Source: an optimization exercise on an open RTL-to-GDS flow (aim: small area). Production flows keep margins and buffers that such runs may drop.
Where RTL was checked, it was by simulation tests only, not by an equivalence proof against the original.
Power figures rest on the tool's default switching activity, not on a simulated workload.

==> cedar <==
Design icsp_engine, start of the top module:
module icsp_engine (
    input  wire        clk,
    input  wire        rst,
    input  wire        req_valid,
    output wire        req_ready,
    input  wire [31:0] req_hdr,
    input  wire [16:0] req_nopd,
    input  wire        opd_valid,
    output wire        opd_ready,
    input  wire [31:0] opd_data,
    output reg         rsp_valid,
    output wire        rsp_status,
    output wire [31:0] rsp_data,
    input  wire        host_abort,
    output reg         icsp_mclr,
    output reg         icsp_clk,
    output reg         icsp_dat_o,
    output reg         icsp_dat_oe,
    input  wire        icsp_dat_i
);
clock: 10.0 ns
lec_check: 0
cap_margin: 20
core_margin: 2
core_utilization: 40
slew_margin: 20
standard.sh (not shown) runs the stock make flow with config.mk's settings and CLKGATE_MAP_FILE= SYNTH_SCRIPT=/design/flow/synth_recipe.tcl, a recipe that flattens the netlist after the stock synthesis.
==> flow/flow/run.sh <==
#!/bin/bash
# Layout flow: the standard flow (standard.sh) with two changes:
#  - synthesis maps the combinational logic with an area-oriented ABC
#    script (flow/area.abc); the rest of the synthesis script is the standard flow's;
#  - the port buffers are the smallest buffer, sky130_fd_sc_hd__buf_1.
# Each tool's output is in orfs/logs/; make's output is in flow_make.log.
set -euo pipefail
here=$(pwd)
{ cat "$here/flow/abc_override.tcl"; cat "$here/synth_recipe.tcl"; } > "$here/flow_synth.tcl"
sed "s|SYNTH_SCRIPT=[^ ]*|SYNTH_SCRIPT=$here/flow_synth.tcl|" standard.sh > "$here/flow_standard.sh"
export FLOW_ABC_SCRIPT="$here/flow/area.abc"
export BUFFER_PORTS_ARGS="-buffer_cell sky130_fd_sc_hd__buf_1"
bash "$here/flow_standard.sh" finish > "$here/flow_make.log" 2>&1
==> flow/flow/abc_override.tcl <==
# Use this flow's ABC script for the technology mapping of the
# combinational logic (ORFS's synth.tcl calls abc once, with -script).
# Registers are mapped before abc runs and abc is not given -dff, so the
# registers are the standard synthesis's.
proc abc {args} {
  set i [lsearch -exact $args -script]
  if {$i >= 0} {
    set args [lreplace $args [expr {$i + 1}] [expr {$i + 1}] $::env(FLOW_ABC_SCRIPT)]
  }
  yosys abc {*}$args
}
==> flow/flow/area.abc <==
strash
&get -n
&st
&syn2
&dch
&nf -R 1000 -p
&st
&syn2
&dch
&nf -R 1000 -p
&put
topo
==> inputs of raven, as changes to cedar <==
--- a/flow/design.v
+++ b/flow/design.v
@@ -8,11 +8,11 @@
     input  wire        opd_valid,
     output wire        opd_ready,
     input  wire [31:0] opd_data,
     output reg         rsp_valid,
     output wire        rsp_status,
-    output wire [31:0] rsp_data,
+    output reg  [31:0] rsp_data,
     input  wire        host_abort,
     output reg         icsp_mclr,
     output reg         icsp_clk,
     output reg         icsp_dat_o,
     output reg         icsp_dat_oe,
@@ -167,77 +167,29 @@
     wire cls_out = (cmd_sel == K_LOAD_CONFIG) || (cmd_sel == K_LOAD_PM) ||
                    (cmd_sel == K_LOAD_DM);
     wire cls_in  = (cmd_sel == K_READ_PM) || (cmd_sel == K_READ_DM);
     wire timed   = (cmd_sel == K_BEGIN_PROG) || (cmd_sel == K_ERASE_PM) ||
                    (cmd_sel == K_ERASE_DM);
-    function gt32;
-        input [31:0] a, b;
-        integer k;
-        reg g;
-        begin
-            g = 1'b0;
-            for (k = 0; k < 32; k = k + 1)
-                g = (a[k] & ~b[k]) | (~(a[k] ^ b[k]) & g);
-            gt32 = g;
-        end
-    endfunction
-    function [31:0] dec32;
-        input [31:0] a;
-        integer k;
-        reg b;
-        begin
-            b = 1'b1;
-            for (k = 0; k < 32; k = k + 1) begin
-                dec32[k] = a[k] ^ b;
-                b = b & ~a[k];
-            end
-        end
-    endfunction
-    function [15:0] inc16;
-        input [15:0] a;
-        integer k;
-        reg c;
-        begin
-            c = 1'b1;
-            for (k = 0; k < 16; k = k + 1) begin
-                inc16[k] = a[k] ^ c;
-                c = c & a[k];
-            end
-        end
-    endfunction
-    wire t2gt1   = gt32(t2, t1);
-    reg [5:0] tsh;
+    wire t2gt1   = (t2 > t1);
+    reg [2:0] tix;
     always @(*) begin
-        tsh = 6'd0;
         if (bst != B_IDLE)
-            tsh[0] = 1'b1;
-        else if (cst != C_IDLE) begin
-            if (cst == C_WAIT1 && timed && t2gt1)
-                tsh[2] = 1'b1;
-            else
-                tsh[1] = 1'b1;
-        end else if (cls == CL_GETT) begin
-            case (arg[2:0])
-                3'd0: tsh[0] = 1'b1;
-                3'd1: tsh[1] = 1'b1;
-                3'd2: tsh[2] = 1'b1;
-                3'd3: tsh[3] = 1'b1;
-                3'd4: tsh[4] = 1'b1;
-                default: tsh[5] = 1'b1;
-            endcase
-        end else if (cls == CL_RESET)
-            tsh[5] = 1'b1;
-        else if (cls == CL_ENTER) begin
-            if (st == S_EP_SETTL)
-                tsh[4] = 1'b1;
-            else
-                tsh[3] = 1'b1;
-        end
+            tix = 3'd0;
+        else if (cst != C_IDLE)
+            tix = (cst == C_WAIT1 && timed && t2gt1) ? 3'd2 : 3'd1;
+        else if (cls == CL_GETT)
+            tix = arg[2:0];
+        else if (cls == CL_RESET)
+            tix = 3'd5;
+        else if (st == S_EP_SETTL)
+            tix = 3'd4;
+        else
+            tix = 3'd3;
     end
-    wire [31:0] tsel = ({32{tsh[0]}} & t0) | ({32{tsh[1]}} & t1) |
-                       ({32{tsh[2]}} & t2) | ({32{tsh[3]}} & t3) |
-                       ({32{tsh[4]}} & t4) | ({32{tsh[5]}} & t5);
+    wire [31:0] tsel = tix[2] ? (tix[0] ? t5 : t4) :
+                       tix[1] ? (tix[0] ? t3 : t2) :
+                                (tix[0] ? t1 : t0);
     wire cnt_zero = (cnt == 32'd0);
     wire below_floor = (t0 < 32'd100) || (t1 < 32'd1000) ||
                        (t2 < 32'd5000000) || (t3 < 32'd1000000);
     wire m_opc   = (cst == C_WAIT1);
     wire m_frame = (cst == C_WAIT2);
@@ -268,15 +220,22 @@
     wire [5:0] nload = m_opc   ? 6'd6 :
                        m_frame ? 6'd16 :
                        m_key   ? ((st == S_EP_TAIL) ? 6'd32 : 6'd1) :
                        arg[5:0];
     wire [4:0] rpos = m_frame ? 5'd15 : (arg[4:0] - 5'd1);
-    wire        fin_fault   = fault_seen || (res == R_NOT_PROG) ||
-                              (res == R_BAD_OP) || (res == R_BAD_ARG);
     wire [31:0] status_word = {cur_off, 7'd0, cur_space, cur_valid, below_floor,
-                               fin_fault, session, 1'b0, res};
-    assign rsp_data = sreg;
+                               fault_seen, session, 1'b0, res};
+    always @(*) begin
+        if (st == S_IDLE)
+            rsp_data = status_word;
+        else if (cls == CL_GETT)
+            rsp_data = tsel;
+        else if (cls == CL_RECV)
+            rsp_data = sreg;
+        else
+            rsp_data = {sreg[15:0], 2'b00, sreg[14:1]};
+    end
     assign rsp_status = rsp_valid && (st == S_IDLE);
     assign req_ready  = (st == S_IDLE);
     assign opd_ready  = (pend == P_OPD);
     wire        t_we  = (st == S_SETT) && run;
     wire [31:0] wd0   = sreg & {32{~rst}};
@@ -289,11 +248,11 @@
         if (rst || (t_we && arg[2:0] == 3'd2)) t2 <= (RV2 & wd1) | (~RV2 & wd0);
         if (rst || (t_we && arg[2:0] == 3'd3)) t3 <= (RV3 & wd1) | (~RV3 & wd0);
         if (rst || (t_we && arg[2:0] == 3'd4)) t4 <= (RV4 & wd1) | (~RV4 & wd0);
         if (rst || (t_we && arg[2:0] == 3'd5)) t5 <= (RV5 & wd1) | (~RV5 & wd0);
     end
-    wire [15:0] off_inc = inc16(cur_off);
+    wire [15:0] off_inc = cur_off + 16'd1;
     wire        eq1     = (off_inc == arg);
     reg cnt_ld;
     always @(*) begin
         cnt_ld = 1'b0;
         if (bst != B_IDLE && !bw &&
@@ -306,35 +265,23 @@
             cnt_ld = 1'b1;
         if (run && (st == S_EP_M1 || st == S_EP_M0 || st == S_EP_SETTL ||
                     st == S_RT_M1))
             cnt_ld = 1'b1;
     end
-    integer i;
     wire sh_tx = !bw && bst == B_DAT && tx_shift;
     wire sh_rx = !bw && bst == B_RFALL;
-    wire sh_rd = sh_rx && m_frame;
-    wire [31:0] rx_ins = (sh_rx && !m_frame) ? (32'd1 << rpos) : 32'd0;
-    reg  [31:0] shifted;
-    always @(*) begin
-        for (i = 0; i < 32; i = i + 1)
-            shifted[i] = rx_ins[i] ? icsp_dat_i : ((i == 31) ? 1'b0 : sreg[(i + 1) % 32]);
-        if (sh_rd) begin
-            shifted[31] = icsp_dat_i;
-            shifted[15] = 1'b0;
-            shifted[14] = icsp_dat_i && (left != 6'd1);
-        end
-    end
+    wire [31:0] rx_ins = sh_rx ? (32'd1 << rpos) : 32'd0;
+    integer i;
     always @(posedge clk) begin
-        cnt <= cnt_ld ? tsel : dec32(cnt);
+        cnt <= cnt_ld ? tsel : cnt - 32'd1;
         if (run && st == S_DECODE)
-            sreg <= tsel;
-        else if (run && st == S_FINISH)
-            sreg <= status_word;
+            sreg <= 32'd0;
         else if (pend == P_OPD && opd_valid)
             sreg <= opd_data;
         else if (sh_tx || sh_rx)
-            sreg <= shifted;
+            for (i = 0; i < 32; i = i + 1)
+                sreg[i] <= rx_ins[i] ? icsp_dat_i : ((i == 31) ? 1'b0 : sreg[(i + 1) % 32]);
         if (bst == B_IDLE && bstart)
             left <= nload;
         else if (!bw && (bst == B_FALL || bst == B_RFALL))
             left <= left - 6'd1;
     end
@@ -572,11 +519,12 @@
                                 end
                                 default: st <= S_FINISH;
                             endcase
                         end
                         S_FINISH: begin
-                            fault_seen <= fin_fault;
+                            fault_seen <= fault_seen || (res == R_NOT_PROG) ||
+                                          (res == R_BAD_OP) || (res == R_BAD_ARG);
                             rsp_valid  <= 1'b1;
                             st         <= S_IDLE;
                         end
                         S_SETT: st <= S_FINISH;
                         S_SEND: begin
==> flow/run.sh (new file) <==
#!/bin/bash
# synth_recipe.tcl (not shown) runs the flow's synth.tcl, then flattens the netlist and writes it again
# the make line also repeats each setting of config.mk as NAME=value (left out here)
make -C /OpenROAD-flow-scripts/flow DESIGN_CONFIG=/design/flow/config.mk WORK_HOME=/design/flow/orfs CLKGATE_MAP_FILE= SYNTH_SCRIPT=/design/flow/synth_recipe.tcl finish
removed: flow/flow/run.sh
removed: flow/flow/abc_override.tcl
removed: flow/flow/area.abc
removed: flow/standard.sh
==> summary of the runs <==
raven ran to the end with no violations. cedar finished with timing, DRC and antenna clean. In raven the cell count is larger than in cedar, by 24%. Against raven, the total power of cedar is smaller by 2.2%. Of cedar and raven, raven has the higher synthesized area (gap about 14%, measured against raven). Against raven, the clock power of cedar is larger by about 3%. In raven the register-to-register slack is higher than in cedar, by 1.0 ns. Against raven, the design area of cedar is lower by about 14%. Against cedar, the clock skew of raven is lower by 0.018 ns. Of cedar and raven, raven has the higher combinational power (gap 18%, measured against raven). Against raven, the die area of cedar is lower by 14%. Between cedar and raven, the lower setup slack is in raven (gap 0.67 ns).
==> figures <==
|  | raven | cedar |
|---|---|---|
| Seq pwr | 2.14 mW | 2.38 mW |
| Worst reg2reg path depth | 11 | 49 |
| Adder and majority gate portion of the synthesized area | 3.28% | 6.85% |
| Met1 usage in global routing | 42.3% | 34.2% |
| Multiplexer share of the synthesized area | 2.31% | 3.88% |
| Count of distinct cell types in the synthesized netlist | 81 | 59 |
| Fraction of power consumed by sequential logic | 36.1% | 41.0% |
| Sum of net half-perimeters after detailed placement | 57,900 um | 42,400 um |
| Clock distribution power | 1.50 mW | 1.55 mW |
| Routability Congestion | 0.972 | 0.922 |
| Die span in x | 231 um | 214 um |
| Insertion delay of the later-clocked pin in the worst-skew pair | 0.57 ns | 0.58 ns |
| DRT iter0 DRCs | 2,296 | 1,690 |
| Static power due to leakage | 8.39 nW | 7.44 nW |
| Complex-gate fraction of the synthesized area | 21.2% | 16.5% |
| Initial antenna violation count | 0 | 2 |
| Status | timing/DRC/antenna clean | timing/DRC/antenna clean |
| Clock group share of total power | 25.3% | 26.6% |
| Endpoint of the worst hold path | icsp_clk$_SDFFE_PP0P_ | cnt[0]$_DFF_P_ |
| Crit path setup slack, layout | 2.62 ns | 3.29 ns |
| Worst setup slack before clock tree synthesis | 3.30 ns | 3.31 ns |
No functional check of the RTL was part of cedar.

## static timing again, ports no longer ideal
Ports are ideal in the flow. The routed layouts listed here were re-timed in OpenROAD. Step 1 (the two cells are an assumption about what drives the block):
set clk [get_ports {clk}]
set_driving_cell -lib_cell sky130_fd_sc_hd__clkbuf_16 $clk
set_driving_cell -lib_cell sky130_fd_sc_hd__buf_2 [delete_from_list [all_inputs] $clk]
Step 2 also shifts input and output timing later by t, the mid clock arrival at the registers, as if the neighbouring blocks saw the same clock. Three values: no drivers, after step 1, after step 2; two values: the first two.
run	shift t [ns]	setup WS [ns]	worst setup path at the end	cell pins on the clock port's net
cedar	0.617	3.291 / 3.291 / 3.291	register to register	1
raven	0.631	2.617 / 2.550 / 3.181	register to output	1
After both steps every run listed still meets setup and hold.
